Context: an optimization exercise on an open-source flow, tuned for small area, a short achievable clock period and few clock cycles per item. The choices shown serve that exercise and are no tape-out recipe.
No functional check of the RTL was part of any run shown here.
Power and IR drop assume default switching activity.

[flow/config.mk]
export PLATFORM = sky130hd
export DESIGN_NAME = bms_encoder
export DESIGN_NICKNAME = bms_encoder
export VERILOG_FILES = /design/flow/design.v
export SDC_FILE = /design/flow/constraint.sdc
export NUM_CORES = 4
export LEC_CHECK = 0
export CAP_MARGIN = 10
export CORE_MARGIN = 2
export CORE_UTILIZATION = 40
export CTS_BUF_LIST = sky130_fd_sc_hd__clkbuf_4 sky130_fd_sc_hd__clkbuf_8
export SLEW_MARGIN = 10
[flow/standard.sh]
#!/bin/bash
# synth_recipe.tcl (not shown) runs the flow's synth.tcl, then flattens the netlist and writes it again
# the make line also repeats each setting of config.mk as NAME=value (left out here)
make -C /OpenROAD-flow-scripts/flow DESIGN_CONFIG=/design/flow/config.mk WORK_HOME=/design/flow/orfs CLKGATE_MAP_FILE= SYNTH_SCRIPT=/design/flow/synth_recipe.tcl "${@:-finish}"
[flow/design.v]
module bms_scale #(
    parameter integer XLO = -2147549,
    parameter integer XHI = 2147483
) (
    input  wire [31:0] x,
    output wire        ok
);
    assign ok = ($signed(x) >= XLO) && ($signed(x) <= XHI);
endmodule
module bms_u8 (
    input  wire [31:0] x,
    output wire [7:0]  q
);
    wire [7:0] a = x[15:8];
    wire [7:0] b = x[7:0];
    wire borrow = (a >= b) && (x[15:0] != 16'd0);
    assign q = x[31] ? 8'd0 : x[16] ? 8'hff : a - {7'd0, borrow};
endmodule
module bms_seg #(
    parameter integer W = 42
) (
    input  wire [31:0]   x,
    input  wire          h,
    output wire [15:0]   lo,
    output wire          go,
    output wire          ca,
    output wire [W-33:0] hi
);
    wire        neg = x[31];
    wire [41:0] xs  = {{10{neg}}, x};
    wire [41:0] t10 = xs << 10, t7 = xs << 7, t3 = xs << 3, t2 = xs << 2;
    wire [41:0] a  = {t10[41:32], h ? t7[31:0] : t10[31:0]};
    wire [41:0] c  = {t3[41:32],  h ? t2[31:0] : t3[31:0]};
    wire [41:0] b5 = xs << 5;                  
    wire [41:0] an = ~a, cn = ~c;
    wire [41:0] sn = an ^ b5 ^ cn;
    wire [40:0] kn = (an[40:0] & b5[40:0]) | (an[40:0] & cn[40:0]) | (b5[40:0] & cn[40:0]);
    wire [41:0] kp = {kn, 1'b1};
    wire [17:0] m   = {1'b0, sn[15:0], 1'b1}  + {1'b0, kp[15:0], 1'b1};
    wire [16:0] mid;
    bms_add #(.W(16), .ARCH(3)) u_mid (.a(sn[31:16]), .b(kp[31:16]), .ci(!neg), .s(mid[15:0]), .co(mid[16]));
    assign ca = !m[17] || (!neg && ((sn[15:0] ^ kp[15:0]) == 16'hffff));
    assign lo = ~mid[15:0];
    assign go = !mid[16];
    generate
        if (W > 32) begin : g_hi
            wire [W-32:0] t = {sn[W-1:32], 1'b1} + {kp[W-1:32], 1'b1};
            assign hi = ~t[W-32:1];
        end
    endgenerate
endmodule
module bms_add #(parameter integer W = 32, parameter integer ARCH = 1) (
    input  wire [W-1:0] a,
    input  wire [W-1:0] b,
    input  wire         ci,
    output wire [W-1:0] s,
    output wire         co
);
    localparam integer L = $clog2(W);
    wire [W-1:0] p = a ^ b;
    wire [W-1:0] g0 = a & b;
    wire [W:0]   c;      
    assign c[0] = ci;
    genvar i, l;
    generate
        if (ARCH == 4) begin : g_y
            assign {co, s} = a + b + ci;
        end else begin : g_pf
            wire [W-1:0] gi = {g0[W-1:1], g0[0] | (p[0] & ci)};
            wire [W-1:0] pi = {p[W-1:1], 1'b0};
            if (ARCH == 0) begin : g_rc
                for (i = 0; i < W; i = i + 1) begin : g_b
                    assign c[i+1] = gi[i] | (p[i] & c[i]);
                end
            end else if (ARCH == 1 || ARCH == 3) begin : g_sk
                wire [W-1:0] G [0:L];
                wire [W-1:0] P [0:L];
                assign G[0] = gi; assign P[0] = pi;
                for (l = 0; l < L; l = l + 1) begin : g_l
                    for (i = 0; i < W; i = i + 1) begin : g_b
                        if (ARCH == 1) begin : g_s
                            if ((i >> l) & 1) begin : g_c
                                localparam integer J = ((i >> l) << l) - 1;
                                assign G[l+1][i] = G[l][i] | (P[l][i] & G[l][J]);
                                assign P[l+1][i] = P[l][i] & P[l][J];
                            end else begin : g_n
                                assign G[l+1][i] = G[l][i];
                                assign P[l+1][i] = P[l][i];
                            end
                        end else begin : g_k
                            if (i >= (1 << l)) begin : g_c
                                assign G[l+1][i] = G[l][i] | (P[l][i] & G[l][i - (1 << l)]);
                                assign P[l+1][i] = P[l][i] & P[l][i - (1 << l)];
                            end else begin : g_n
                                assign G[l+1][i] = G[l][i];
                                assign P[l+1][i] = P[l][i];
                            end
                        end
                    end
                end
                for (i = 0; i < W; i = i + 1) begin : g_c
                    assign c[i+1] = G[L][i];
                end
            end else begin : g_bk
                wire [W-1:0] G [0:2*L];
                wire [W-1:0] P [0:2*L];
                assign G[0] = gi; assign P[0] = pi;
                for (l = 0; l < L; l = l + 1) begin : g_up
                    for (i = 0; i < W; i = i + 1) begin : g_b
                        if (((i + 1) % (2 << l)) == 0) begin : g_c
                            assign G[l+1][i] = G[l][i] | (P[l][i] & G[l][i - (1 << l)]);
                            assign P[l+1][i] = P[l][i] & P[l][i - (1 << l)];
                        end else begin : g_n
                            assign G[l+1][i] = G[l][i];
                            assign P[l+1][i] = P[l][i];
                        end
                    end
                end
                for (l = L - 2; l >= 0; l = l - 1) begin : g_dn
                    for (i = 0; i < W; i = i + 1) begin : g_b
                        if (((i + 1) % (2 << l)) == (1 << l) && i >= (2 << l)) begin : g_c
                            assign G[2*L-1-l][i] = G[2*L-2-l][i] | (P[2*L-2-l][i] & G[2*L-2-l][i - (1 << l)]);
                            assign P[2*L-1-l][i] = P[2*L-2-l][i] & P[2*L-2-l][i - (1 << l)];
                        end else begin : g_n
                            assign G[2*L-1-l][i] = G[2*L-2-l][i];
                            assign P[2*L-1-l][i] = P[2*L-2-l][i];
                        end
                    end
                end
                for (i = 0; i < W; i = i + 1) begin : g_c
                    assign c[i+1] = G[2*L-1][i];
                end
            end
            assign s = p ^ c[W-1:0];
            assign co = c[W];
        end
    endgenerate
endmodule
module bms_encoder (
    input  wire        clk,
    input  wire        rst,
    input  wire [7:0]  a_local,
    input  wire        req_valid,
    output wire        req_ready,
    input  wire [2:0]  req_kind,
    input  wire [31:0] req_x0,
    input  wire [31:0] req_x1,
    input  wire [31:0] req_x2,
    input  wire [31:0] req_x3,
    input  wire [31:0] req_x4,
    input  wire [7:0]  req_u0,
    input  wire [7:0]  req_u1,
    input  wire [55:0] req_bitmap,
    output reg         out_valid,
    input  wire        out_ready,
    output reg         out_err,
    output wire [7:0]  out_err_idx,
    output wire [31:0] out_id,
    output wire [63:0] out_data
);
    wire k_va  = !req_kind[2] && !req_kind[0];           
    wire k_st  = req_kind == 3'd1;                       
    wire k_vc  = req_kind == 3'd3;                       
    wire k_tp  = req_kind == 3'd4;                       
    wire k_ch  = k_vc || k_tp;                           
    wire k_bal = req_kind == 3'd5;                       
    wire        h = req_kind[2];
    wire [15:0] lo0, lo1, lo2;
    wire [9:0]  hi0, hi1;
    wire        go0, go1, go2;
    wire        c0, c1, c2;
    bms_seg #(.W(42)) u_s0 (.x(req_x0), .h(h), .lo(lo0), .go(go0), .ca(c0), .hi(hi0));
    bms_seg #(.W(42)) u_s1 (.x(req_x1), .h(h), .lo(lo1), .go(go1), .ca(c1), .hi(hi1));
    wire [31:0] x2c = {{6{req_x2[25]}}, req_x2[25:0]};
    bms_seg #(.W(32)) u_s2 (.x(x2c), .h(!req_kind[0]), .lo(lo2), .go(go2), .ca(c2), .hi());
    wire [7:0] q2s, q3;
    bms_u8 u_q2s (.x(req_x2), .q(q2s));
    bms_u8 u_q3  (.x(req_x3), .q(q3));
    wire [7:0] q4 = req_x4[23:16] + {7'd0, req_x4[31] && (req_x4[15:0] != 16'd0)};
    wire ok0k, ok1k, ok2k, ok0h, ok1h, ok2h, ok2s, ok3s, ok4;
    bms_scale #(.XLO(-2147549),  .XHI(2147483))  u_ok0k (.x(req_x0), .ok(ok0k));
    bms_scale #(.XLO(-2147549),  .XHI(2147483))  u_ok1k (.x(req_x1), .ok(ok1k));
    bms_scale #(.XLO(-2147549),  .XHI(2147483))  u_ok2k (.x(req_x2), .ok(ok2k));
    bms_scale #(.XLO(-21475491), .XHI(21474836)) u_ok0h (.x(req_x0), .ok(ok0h));
    bms_scale #(.XLO(-21475491), .XHI(21474836)) u_ok1h (.x(req_x1), .ok(ok1h));
    bms_scale #(.XLO(-21475491), .XHI(21474836)) u_ok2h (.x(req_x2), .ok(ok2h));
    bms_scale #(.XLO(-257),      .XHI(65793))    u_ok2s (.x(req_x2), .ok(ok2s));
    bms_scale #(.XLO(-257),      .XHI(65793))    u_ok3s (.x(req_x3), .ok(ok3s));
    bms_scale #(.XLO(-8454143),  .XHI(8388607))  u_ok4  (.x(req_x4), .ok(ok4));
    wire [8:0] first = {1'b0, req_u0};
    wire [8:0] count = {1'b0, req_u1};
    wire [8:0] left = count - first;         
    wire use0 = !left[8] && (left[7:0] != 8'd0);
    wire use1 = !left[8] && (left[7:1] != 7'd0);
    wire use2 = !left[8] && ((left[7:2] != 6'd0) || (left[1:0] == 2'd3));
    wire f0 = use0 && !(h ? ok0h : ok0k);
    wire f1 = use1 && !(h ? ok1h : ok1k);
    wire f2 = use2 && !(h ? ok2h : ok2k);
    wire s_err = !ok0k || !ok1k || !ok2s || !ok3s || !ok4;
    wire [2:0] s_idx = !ok0k ? 3'd0 : !ok1k ? 3'd1 : !ok2s ? 3'd2 : !ok3s ? 3'd3 : 3'd4;
    wire       r_err = k_st ? s_err : k_ch ? (f0 || f1 || f2) : 1'b0;
    wire [2:0] r_idx = k_ch ? (f0 ? 3'd0 : f1 ? 3'd1 : 3'd2) : s_idx;
    reg [63:0] r_data;
    reg [3:0]  r_ci;
    always @(*) begin
        if (k_va) begin
            r_data = {lo0[15:10], hi0, lo0, lo1[15:10], hi1, lo1};
            r_ci   = {1'b0, c0, 1'b0, c1};
        end else if (k_st) begin
            r_data = {lo0, lo1, q2s, q3, q4, req_u0};
            r_ci   = {c0, c1, 2'b00};
        end else if (k_ch) begin
            r_data = {req_u0, req_u1,
                      use0 ? lo0 : 16'd0,
                      use1 ? lo1 : 16'd0,
                      use2 ? lo2 : 16'd0};
            r_ci   = {1'b0, use0 && c0, use1 && c1, use2 && c2};
        end else if (k_bal) begin
            r_data = {req_u0, req_bitmap};
            r_ci   = 4'd0;
        end else begin
            r_data = {req_u0, req_u1, 48'd0};
            r_ci   = 4'd0;
        end
    end
    reg [2:0]  out_kind;
    reg [2:0]  out_idx;
    reg [63:0] out_reg;
    reg [3:0]  out_ci;
    reg [1:0]  out_go;
    assign req_ready = !out_valid || out_ready;
    always @(posedge clk) begin
        if (rst) begin
            out_valid <= 1'b0;
        end else if (req_ready) begin
            out_valid <= req_valid;
        end
        if (req_ready) begin
            out_err  <= r_err;
            out_kind <= req_kind;
            out_idx  <= r_idx;
            out_reg  <= r_data;
            out_ci   <= r_ci;
            out_go   <= {go0, go1};
        end
    end
    wire o_ch = (out_kind == 3'd3) || (out_kind == 3'd4);
    assign out_err_idx = o_ch ? out_reg[63:56] + {6'd0, out_idx[1:0]} : {5'd0, out_idx};
    wire        o_va = !out_kind[2] && !out_kind[0];
    wire [15:0] l2 = out_reg[47:32] + {15'd0, out_ci[2]};
    wire [15:0] l0 = out_reg[15:0]  + {15'd0, out_ci[0]};
    wire        x2 = (&out_reg[47:32]) && out_ci[2];
    wire        x0 = (&out_reg[15:0])  && out_ci[0];
    wire        c32_0 = out_go[1] || x2;
    wire        c32_1 = out_go[0] || x0;
    wire [15:0] r3p = out_reg[63:48] + 16'd1, r1p = out_reg[31:16] + 16'd1;
    wire [9:0]  h3 = c32_0 ? r3p[9:0] : out_reg[57:48];
    wire [9:0]  h1 = c32_1 ? r1p[9:0] : out_reg[25:16];
    wire [15:0] l3 = o_va ? {{6{h3[9]}}, h3} : out_ci[3] ? r3p : out_reg[63:48];
    wire [15:0] l1 = o_va ? {{6{h1[9]}}, h1} : out_ci[1] ? r1p : out_reg[31:16];
    assign out_data = {l3, l2, l1, l0};
    reg [7:0] pt;
    always @(*) begin
        case (out_kind)
            3'd0: pt = 8'd38;
            3'd1: pt = 8'd45;
            3'd2: pt = 8'd40;
            3'd3: pt = 8'd41;
            3'd4: pt = 8'd43;
            3'd5: pt = 8'd42;
            default: pt = 8'd255;
        endcase
    end
    assign out_id = {16'h8000, pt, a_local};
endmodule
[flow/constraint.sdc]
create_clock -name core_clock -period 12.0 [get_ports {clk}]
set_input_delay 2.4000 -clock core_clock [delete_from_list [all_inputs] [get_ports {clk}]]
set_output_delay 2.4000 -clock core_clock [all_outputs]
set_load 0.01 [all_outputs]
[flow/flow/run.sh]
#!/bin/bash
# Standard layout, with plain buf_1 cells as the port buffers and timing
# repair aimed at a setup slack of 6.4 ns.
set -euo pipefail
export BUFFER_PORTS_ARGS="-buffer_cell sky130_fd_sc_hd__buf_1"
export SETUP_SLACK_MARGIN=6.4
bash standard.sh > standard.log 2>&1
==> metrics.cfg, run 1 <==
[sta]
fin_skew_ns = 0.009126
tightestPinTransition_ns = 1.097
final_period_minus_worst_setup_slack_ns = 5.693
rsz0062_at_grt = yes
slew_violations = 0
timing.final.crit_share_pct = 47.44
setup_ws_ns = 6.307
finalHoldViolations = 0
slew_headroom_pct = 26.87
count_of_endpoints_failing_setup_in_the_final_report = 0
timing.fmax_mhz = 175.7
tns_ns = 0

[synthesis]
synth.yosys.warnings = 2
sequential_area_share_after_synthesis_pct = 14.75
syn_avg_cell_area_sq_um = 7.976
netlist-cell-type-count = 85
synth-seq-cells = 78
ys_top_cells_by_area = edfxtp_1, ha_1, fa_1, a21oi_1, xnor2_1
synth-main-ff-cell = edfxtp_1
yosys_top_cell_by_area = edfxtp_1
synthesis.instances = 1982
synth_edf_count = 77
synth_area_sq_mm = 0.01581
fraction_of_synthesized_cell_area_taken_by_the_top_area_cell_type_pct = 14.63
ys_async_sr_fraction_pct = 0

[final_layout]
design_area_sq_mm = 0.01811
layout.core_utilization_pct = 46.64
fillers = 3984
layout-area-overhead-vs-synth_pct = 14.55
layout.nets = 2738
largest_reg_flops = 64
post_route_cells_drive_above_1_share_pct = 7.490

[cts]
clock_sinks = 78
clk_pin_slew_worst_paths_ns = 0.09
clk_latency_ns = 0.39
numCtsBuffers = 9
clk_root_buffer_cell = clkbuf_8
htree_levels = 3
cts_tree = done
max-clock-path-buffers = 2

[global_route]
global_route_wire_length_before_repair_mm = 90.42
grtUsageTotal_pct = 28.43
grt_overflow_total = 0
grt_pass1_vias = 15042
initial_antenna_violation_count = 2
grt_start_max_net_pins = 79

[drt]
post_route_drc_violation_count = 0
dr_total_vias = 16173
final_wirelength_mm = 60.40
antenna_violating_nets_post_route = 0
detail_route.wl_per_cell_microns = 21.86
post_drt_via_cell_ratio = 5.853
drt-pass1-iter-count = 7
drtIter0Drc = 1564

[status]
run_status = finished clean

[floorplan]
initial_core_util_pct = 40.72
die_area_sq_mm = 0.04113
chipWidth_microns = 202.8
dieHeight_microns = 202.8
top_level_ports = 354
rows = 72
core-area_sq_mm = 0.03883

[power_and_ir_drop]
power_density_mw_per_mm2 = 108.3
clockPowerShare_pct = 11.8
switching_share_pct = 49.18
static-leakage-power_uw = 0.007173
vdd_drop_max_uv = 45.95
comb_power_share_pct = 64.8
net_load_switching_power_uw = 964.7
seq_power_share_pct = 23.4
internal-power_uw = 996.9

[setup_path]
worst_ep_required_time_ns = 12.10
path_class = in -> reg
crit_chain = buf_12, buf_12, mux2_4, fa_1, inv_1, fa_2, inv_2, fa_2, nor2b_2, o21ai_2, a21boi_2, o41ai_4, nor3_2, or3_1, a21oi_2, xnor2_1, o221ai_1
worstSetupStartpointType = input port
launching_element_of_the_worst_setup_path = req_kind[0]
worstSetupEndpointType = register
path_max_fanout = 4
worstReg2RegStart = out_valid
slowest_delay_ns = 0.53
critical_path.slowest_cell = fa_1
worst-endpoint-arrival_ns = 5.79

[placed_design]
place.detailed.hpwl_mm = 48.82
io_buffers = 320
gp_congestion = 0.9661
placement.setup.worst_slack_ns = 4.825
placement.cell_area_sq_mm = 0.01742

[min_path]
hold_path_startpoint = out_valid
hold_path.class = reg -> reg

[run]
maxCapViolCount = 0

worst paths after layout:
check	slack (ns)	end	cells after the start
min reg2reg	1.17	out_reg[48]	2
max reg2reg	10.34	out_reg[1]	2
max	6.31	out_reg[14]	17
min	1.17	out_reg[48]	2
final cells by class:
type,count,area (sq um),area share (%)
multi-input combinational,1662,12730,70.29
antenna,2,5.005,0.02764
sequential,78,2332,12.88
clock inverter,6,93.84,0.5182
timing repair buffer,347,1644,9.079
clock buffer,10,131.4,0.7255
tap,518,648.1,3.579
inverter,140,525.5,2.902
power by group through the flow:
| stage | sequential [uW] | clock, uW | combinational (uW) |
|---|---|---|---|
| finish | 458 | 232 | 1270 |
| global route | 461 | 244 | 1390 |
| CTS | 454 | 232 | 1230 |
| detailed placement | 460 | 0 | 1200 |
| global placement | 459 | 0 | 1190 |
| floorplan | 424 | 0 | 818 |
cell usage in the layout (no fill, tap or decap), drive strengths merged, types with 77 or more instances in the layout:
cell,count
ha,162
inv,141
o21ai,136
fa,91
a21oi,176
edfxtp,77
nand2,145
xnor2,86
nor2,146
buf,320
metal layers:
metal / global-route usage, % / wire [microns] / vias to the layer above / part of all wire [%]
met3: 3.403 / 4497 / 97 / 7.4
met2: 44.14 / 26740 / 729 / 44
met5: 0 / 0 / - / 0
met4: 9.046 / 2220 / 0 / 3.7
met1: 41.06 / 26940 / 7654 / 45
li1: - / - / 7693 / -
stage by stage:
stage | std cells | power, uW | hold slack, ns
4_1_cts | 2754 | 1916 | 1.216
5_1_grt | 2762 | 2097 | 1.259
3_3_place_gp | 2730 | 1650 | 1.170
3_5_place_dp | 2730 | 1664 | 1.196
6_report | 2763 | 1962 | 1.165
2_1_floorplan | 1997 | 1243 | 1.527
what timing repair did:
| action | 4_1_cts | 5_1_grt |
|---|---|---|
| gates cloned | 4 | 4 |
| setup buffers | 4 | 3 |
| hold buffers | 0 | 0 |
| gates resized for setup | 28 | 41 |
| endpoints found under the setup margin | 65 | 33 |
| pin swaps | 8 | 13 |
worst max-delay path, delay by kind of cell:
family	cells	cell delay, ns
adder cells (fa/ha/maj)	3	1.10
AO/OA/AOI/OAI	5	0.96
AND/OR/NAND/NOR	3	0.54
buffers and inverters	4	0.34
multiplexers	1	0.30
XOR/XNOR	1	0.13
cell usage after synthesis (9+ instances only):
master	n
fa_1	91
mux2_2	18
and3_1	21
o211ai_1	14
nand4_1	54
xnor2_1	86
or2_2	11
nor2b_1	55
edfxtp_1	77
nor4_1	34
clkbuf_1	70
xor2_1	53
mux2i_1	42
o221ai_1	19
a21oi_1	176
nand2b_1	28
or3_1	21
o2111ai_1	9
o22ai_1	13
or4_1	14
nor2_1	144
nand2_1	145
buf_1	13
o21a_1	19
and2_1	12
ha_1	162
o21ai_0	132
a211oi_1	13
a22oi_1	15
buf_4	29
a21o_1	25
nand3_1	63
nor3_1	37
a31oi_1	16
inv_1	140
kinds of logic (layout without fill, tap and decap cells):
family                     count (synthesis)  in the layout  synth area share [%]
and+or+nand+nor                          673            673                 21.97
muxes                                     60             60                 3.941
buffers and inverters                    257            503                 6.870
xor gates and xnor gates                 139            139                 7.701
DFF                                       78             78                 14.75
other                                      2             19               0.04750
adders and majority gates                253            253                 24.35
AOI/OAI and AO/OA                        520            520                 20.37
==> run 2, diff against run 1 <==
--- a/flow/design.v
+++ b/flow/design.v
@@ -252,9 +252,11 @@
     wire        x2 = (&out_reg[47:32]) && out_ci[2];
     wire        x0 = (&out_reg[15:0])  && out_ci[0];
-    wire        c32_0 = out_go[1] || x2;
-    wire        c32_1 = out_go[0] || x0;
+    wire [1:0]  c32_0 = {1'b0, out_go[1]} + {1'b0, x2};
+    wire [1:0]  c32_1 = {1'b0, out_go[0]} + {1'b0, x0};
     wire [15:0] r3p = out_reg[63:48] + 16'd1, r1p = out_reg[31:16] + 16'd1;
-    wire [9:0]  h3 = c32_0 ? r3p[9:0] : out_reg[57:48];
-    wire [9:0]  h1 = c32_1 ? r1p[9:0] : out_reg[25:16];
+    wire [9:0]  r3b = {out_reg[57:49] + 9'd1, out_reg[48]};
+    wire [9:0]  r1b = {out_reg[25:17] + 9'd1, out_reg[16]};
+    wire [9:0]  h3 = c32_0[1] ? r3b : c32_0[0] ? r3p[9:0] : out_reg[57:48];
+    wire [9:0]  h1 = c32_1[1] ? r1b : c32_1[0] ? r1p[9:0] : out_reg[25:16];
     wire [15:0] l3 = o_va ? {{6{h3[9]}}, h3} : out_ci[3] ? r3p : out_reg[63:48];
     wire [15:0] l1 = o_va ? {{6{h1[9]}}, h1} : out_ci[1] ? r1p : out_reg[31:16];
==> flow/config.mk (replaced) <==
export PLATFORM = sky130hd
export DESIGN_NAME = bms_encoder
export DESIGN_NICKNAME = bms_encoder
export VERILOG_FILES = /design/flow/design.v
export SDC_FILE = /design/flow/constraint.sdc
export NUM_CORES = 4
export LEC_CHECK = 0
export CAP_MARGIN = 20
export CORE_MARGIN = 2
export CORE_UTILIZATION = 40
export SLEW_MARGIN = 20
==> run 2 against run 1 <==
  * Still clean on timing, DRC and antenna
  * Clock power grew 23%
  * Non-clock buffer count increased by 27
  * Count of clock-buffer cells in the layout did not move
  * Via count up 1.9%
  * Die area grew 1.4%
  * Critical path type unchanged
  * Critical endpoint unchanged
  * Largest power group unchanged
==> metrics.cfg, run 2 <==
[placed_design]
placement.cell_area_sq_mm = 0.01757  ; was 0.01742 sq mm
io_buffers = 320  ; unchanged
gp_congestion = 0.9568  ; was 0.9661
placement.setup.worst_slack_ns = 4.640  ; was 4.825 ns
place.detailed.hpwl_mm = 49.46  ; was 48.82 mm

[synthesis]
synth_edf_count = 77  ; unchanged
ys_top_cells_by_area = edfxtp_1, ha_1, fa_1, a21oi_1, xnor2_1  ; unchanged
netlist-cell-type-count = 85  ; unchanged
sequential_area_share_after_synthesis_pct = 14.55  ; was 14.75%
synth_most_common_cell = a21oi_1  ; unchanged
ys_async_sr_fraction_pct = 0  ; unchanged
synth_area_sq_mm = 0.01603  ; was 0.01581 sq mm
synth.top_cells.by_count = a21oi_1, ha_1, nand2_1  ; unchanged
synth-seq-cells = 78  ; unchanged
yosys_top_cell_by_area = edfxtp_1  ; unchanged
synthesis.instances = 1992  ; was 1982
synth.yosys.warnings = 2  ; unchanged
syn_avg_cell_area_sq_um = 8.049  ; was 7.976 sq um
fraction_of_synthesized_cell_area_taken_by_the_top_area_cell_type_pct = 14.42  ; was 14.63%
synth-main-ff-cell = edfxtp_1  ; unchanged

[sta]
slew_violations = 0  ; unchanged
tns_ns = 0  ; unchanged
slew_headroom_pct = 32.55  ; was 26.87%
timing.fmax_mhz = 176.3  ; was 175.7 MHz
rsz0062_at_grt = yes  ; unchanged
final_period_minus_worst_setup_slack_ns = 5.671  ; was 5.693 ns
count_of_endpoints_failing_setup_in_the_final_report = 0  ; unchanged
setup_ws_ns = 6.329  ; was 6.307 ns
finalHoldViolations = 0  ; unchanged
timing.final.crit_share_pct = 47.26  ; was 47.44%
tightestPinTransition_ns = 1.012  ; was 1.097 ns
fin_skew_ns = 0.005865  ; was 0.009126 ns

[final_layout]
layout-area-overhead-vs-synth_pct = 17.44  ; was 14.55%
design_area_sq_mm = 0.01883  ; was 0.01811 sq mm
layout.cells.most_common = buf_1  ; unchanged
most_frequent_cells_in_the_layout = buf_1, a21oi_1, ha_1, nand2_1, inv_1  ; was buf_1, a21oi_1, ha_1, nand2_1, nor2_1
layout.core_utilization_pct = 47.50  ; was 46.64%
largest_reg_flops = 64  ; unchanged
post_route_cells_drive_above_1_share_pct = 10.12  ; was 7.490%
layout.nets = 2774  ; was 2738
antennaDiodeCount = 0  ; was 2

[global_route]
grtUsageTotal_pct = 28.56  ; was 28.43%
grt_start_max_net_pins = 73  ; was 79
initial_antenna_violation_count = 2  ; unchanged
grt_pass1_vias = 15557  ; was 15042
grt_overflow_total = 0  ; unchanged
global_route_wire_length_before_repair_mm = 91.87  ; was 90.42 mm

[cts]
htree_levels = 3  ; unchanged
clk_root_buffer_cell = clkbuf_16  ; was clkbuf_8
cts.hold.buffers_added = 0  ; unchanged
clk_latency_ns = 0.35  ; was 0.39 ns
max-clock-path-buffers = 2  ; unchanged
clock_sinks = 78  ; unchanged
cts_tree = done  ; unchanged
numCtsBuffers = 9  ; unchanged
clk_pin_slew_worst_paths_ns = 0.07  ; was 0.09 ns

[setup_path]
critical_path.slowest_cell = fa_1  ; unchanged
worstSetupEndpointType = register  ; unchanged
worst-endpoint-arrival_ns = 5.75  ; was 5.79 ns
worst_ep_required_time_ns = 12.08  ; was 12.10 ns
worstSetupStartpointType = input port  ; unchanged
path_max_fanout = 3  ; was 4
crit_chain = buf_12, buf_12, mux2_4, fa_1, inv_2, fa_2, inv_2, fa_2, nor2b_1, o21a_1, o21a_1, o41a_1, a41oi_2, a21oi_2, a31oi_1, xnor2_1, o221ai_2  ; was buf_12, buf_12, mux2_4, fa_1, inv_1, fa_2, inv_2, fa_2, nor2b_2, o21ai_2, a21boi_2, o41ai_4, nor3_2, or3_1, a21oi_2, xnor2_1, o221ai_1
slowest_delay_ns = 0.52  ; was 0.53 ns
path_class = in -> reg  ; unchanged

[power_and_ir_drop]
clockPowerShare_pct = 13.3  ; was 11.8%
static-leakage-power_uw = 0.007637  ; was 0.007173 uW
seq_power_share_pct = 21.7  ; was 23.4%
vdd_drop_max_uv = 56.26  ; was 45.95 uV
comb_power_share_pct = 65.0  ; was 64.8%
power_density_mw_per_mm2 = 113.5  ; was 108.3 mW/mm^2
net_load_switching_power_uw = 1021  ; was 964.7 uW
switching_share_pct = 47.78  ; was 49.18%
internal-power_uw = 1116  ; was 996.9 uW

[drt]
detail_route.wl_per_cell_microns = 22.05  ; was 21.86 microns
antenna_violating_nets_post_route = 0  ; unchanged
post_drt_via_cell_ratio = 5.892  ; was 5.853
drtIter0Drc = 1446  ; was 1564
post_route_drc_violation_count = 0  ; unchanged
drt-pass1-iter-count = 6  ; was 7
dr_total_vias = 16486  ; was 16173
final_wirelength_mm = 61.71  ; was 60.40 mm

[floorplan]
chipWidth_microns = 204.2  ; was 202.8 microns
top_level_ports = 354  ; unchanged
rows = 73  ; was 72
dieHeight_microns = 204.2  ; was 202.8 microns
initial_core_util_pct = 40.45  ; was 40.72%
core-area_sq_mm = 0.03964  ; was 0.03883 sq mm
die_area_sq_mm = 0.04170  ; was 0.04113 sq mm

[run]
maxCapViolCount = 0  ; unchanged

[min_path]
hold_path.class = reg -> reg  ; unchanged

[status]
run_status = finished clean  ; unchanged

-- run 2: repair_timing --
item                                    CTS  global route
hold endpoints to repair                  0             0
setup buffers                            10            25
gates cloned                              9             0
gates resized for setup                  58            74
pin swaps                                10            35
endpoints found under the setup margin   75            46
-- run 2: logic make-up (layout without fill, tap and decap cells) --
family                     Yosys count  count (layout)  synth area share (%)
and+or+nand+nor                    636             636                 20.47
AOI/OAI and AO/OA                  560             560                 22.19
adders and majority gates          259             259                 24.47
buffers and inverters              257             523                 6.758
xor gates and xnor gates           142             142                 7.757
DFF                                 78              78                 14.55
muxes                               58              58                 3.754
other                                2              17               0.04684
-- run 2: through the flow --
step           hold WS [ns]  std cells  total power (uW)
2_1_floorplan         1.527       2007              1289
3_3_place_gp         0.6210       2738              1689
3_5_place_dp         0.6388       2738              1709
4_1_cts              0.6481       2773              2044
5_1_grt              0.6680       2798              2279
6_report             0.6352       2798              2138
-- run 2: final timing paths --
kind                     from     endpoint  slack [ns]  cells past startpoint
setup reg to reg    out_valid  out_reg[55]       10.26                      2
setup / recovery  req_kind[0]  out_reg[14]        6.33                     17
hold reg to reg     out_valid    out_valid        0.64                      2
hold / removal      out_valid    out_valid        0.64                      2
-- run 2: area by class of cell --
class	instances	area [sq um]
timing repair buffer	374	1949
clock inverter	6	70.07
fill	3995	20810
inverter	133	506.7
tap	525	656.9
clock buffer	10	229.0
sequential	78	2332
multi-input combinational	1672	13090
-- run 2: metal layers --
layer  part of all wire (%)  GRT usage (%)  vias up
met5                  0.044              0        -
met4                    3.4          9.731        4
met3                    6.6          2.232      104
met2                     46          46.40      696
met1                     44          39.96     7906
li1                       -              -     7776
-- run 2: critical path, delay by kind of cell --
| family | cells | cell delay, ns |
|---|---|---|
| AO/OA/AOI/OAI | 7 | 1.40 |
| XOR/XNOR | 1 | 0.19 |
| adder cells (fa/ha/maj) | 3 | 1.08 |
| buffers and inverters | 4 | 0.35 |
| multiplexers | 1 | 0.30 |
| AND/OR/NAND/NOR | 1 | 0.04 |
-- run 2: power by group through the flow --
| stage | Clock [uW] | Combinational, uW | Sequential [uW] |
|---|---|---|---|
| 6_report | 285 | 1390 | 464 |
| 3_3_place_gp | 0 | 1220 | 465 |
| 2_1_floorplan | 0 | 860 | 429 |
| 5_1_grt | 298 | 1510 | 470 |
| 3_5_place_dp | 0 | 1240 | 466 |
| 4_1_cts | 287 | 1300 | 460 |

separate check: timing with driven ports:
Ports are ideal in the flow. The routed layouts listed here were re-timed in OpenROAD. Step 1 assumes that a clkbuf_16 drives the clock port and a buf_2 every other input. Step 2 adds t to the input delays and takes it off the output delays; t is the mean of the earliest and latest rising clock arrival at the registers after step 1. Input paths then give back, and output paths get back, about the clock's delay inside the block. a / b / c = ideal ports / drivers / drivers and shift; a / b = the first two.
run	t (ns)	slack for setup (ns)	worst setup path at the end	clock arrival spread, ns	cell pins on the clock port's net
run 1	0.421	6.307 / 6.299 / 5.878	input to register	0.013 / 0.012	1
run 2	0.392	6.329 / 6.186 / 5.794	input to register	0.011 / 0.011	1
After both steps every run listed still meets setup and hold. For run 2, which loses most, drivers alone change the setup slack by -0.143 ns; drivers and shift together by -0.535 ns.
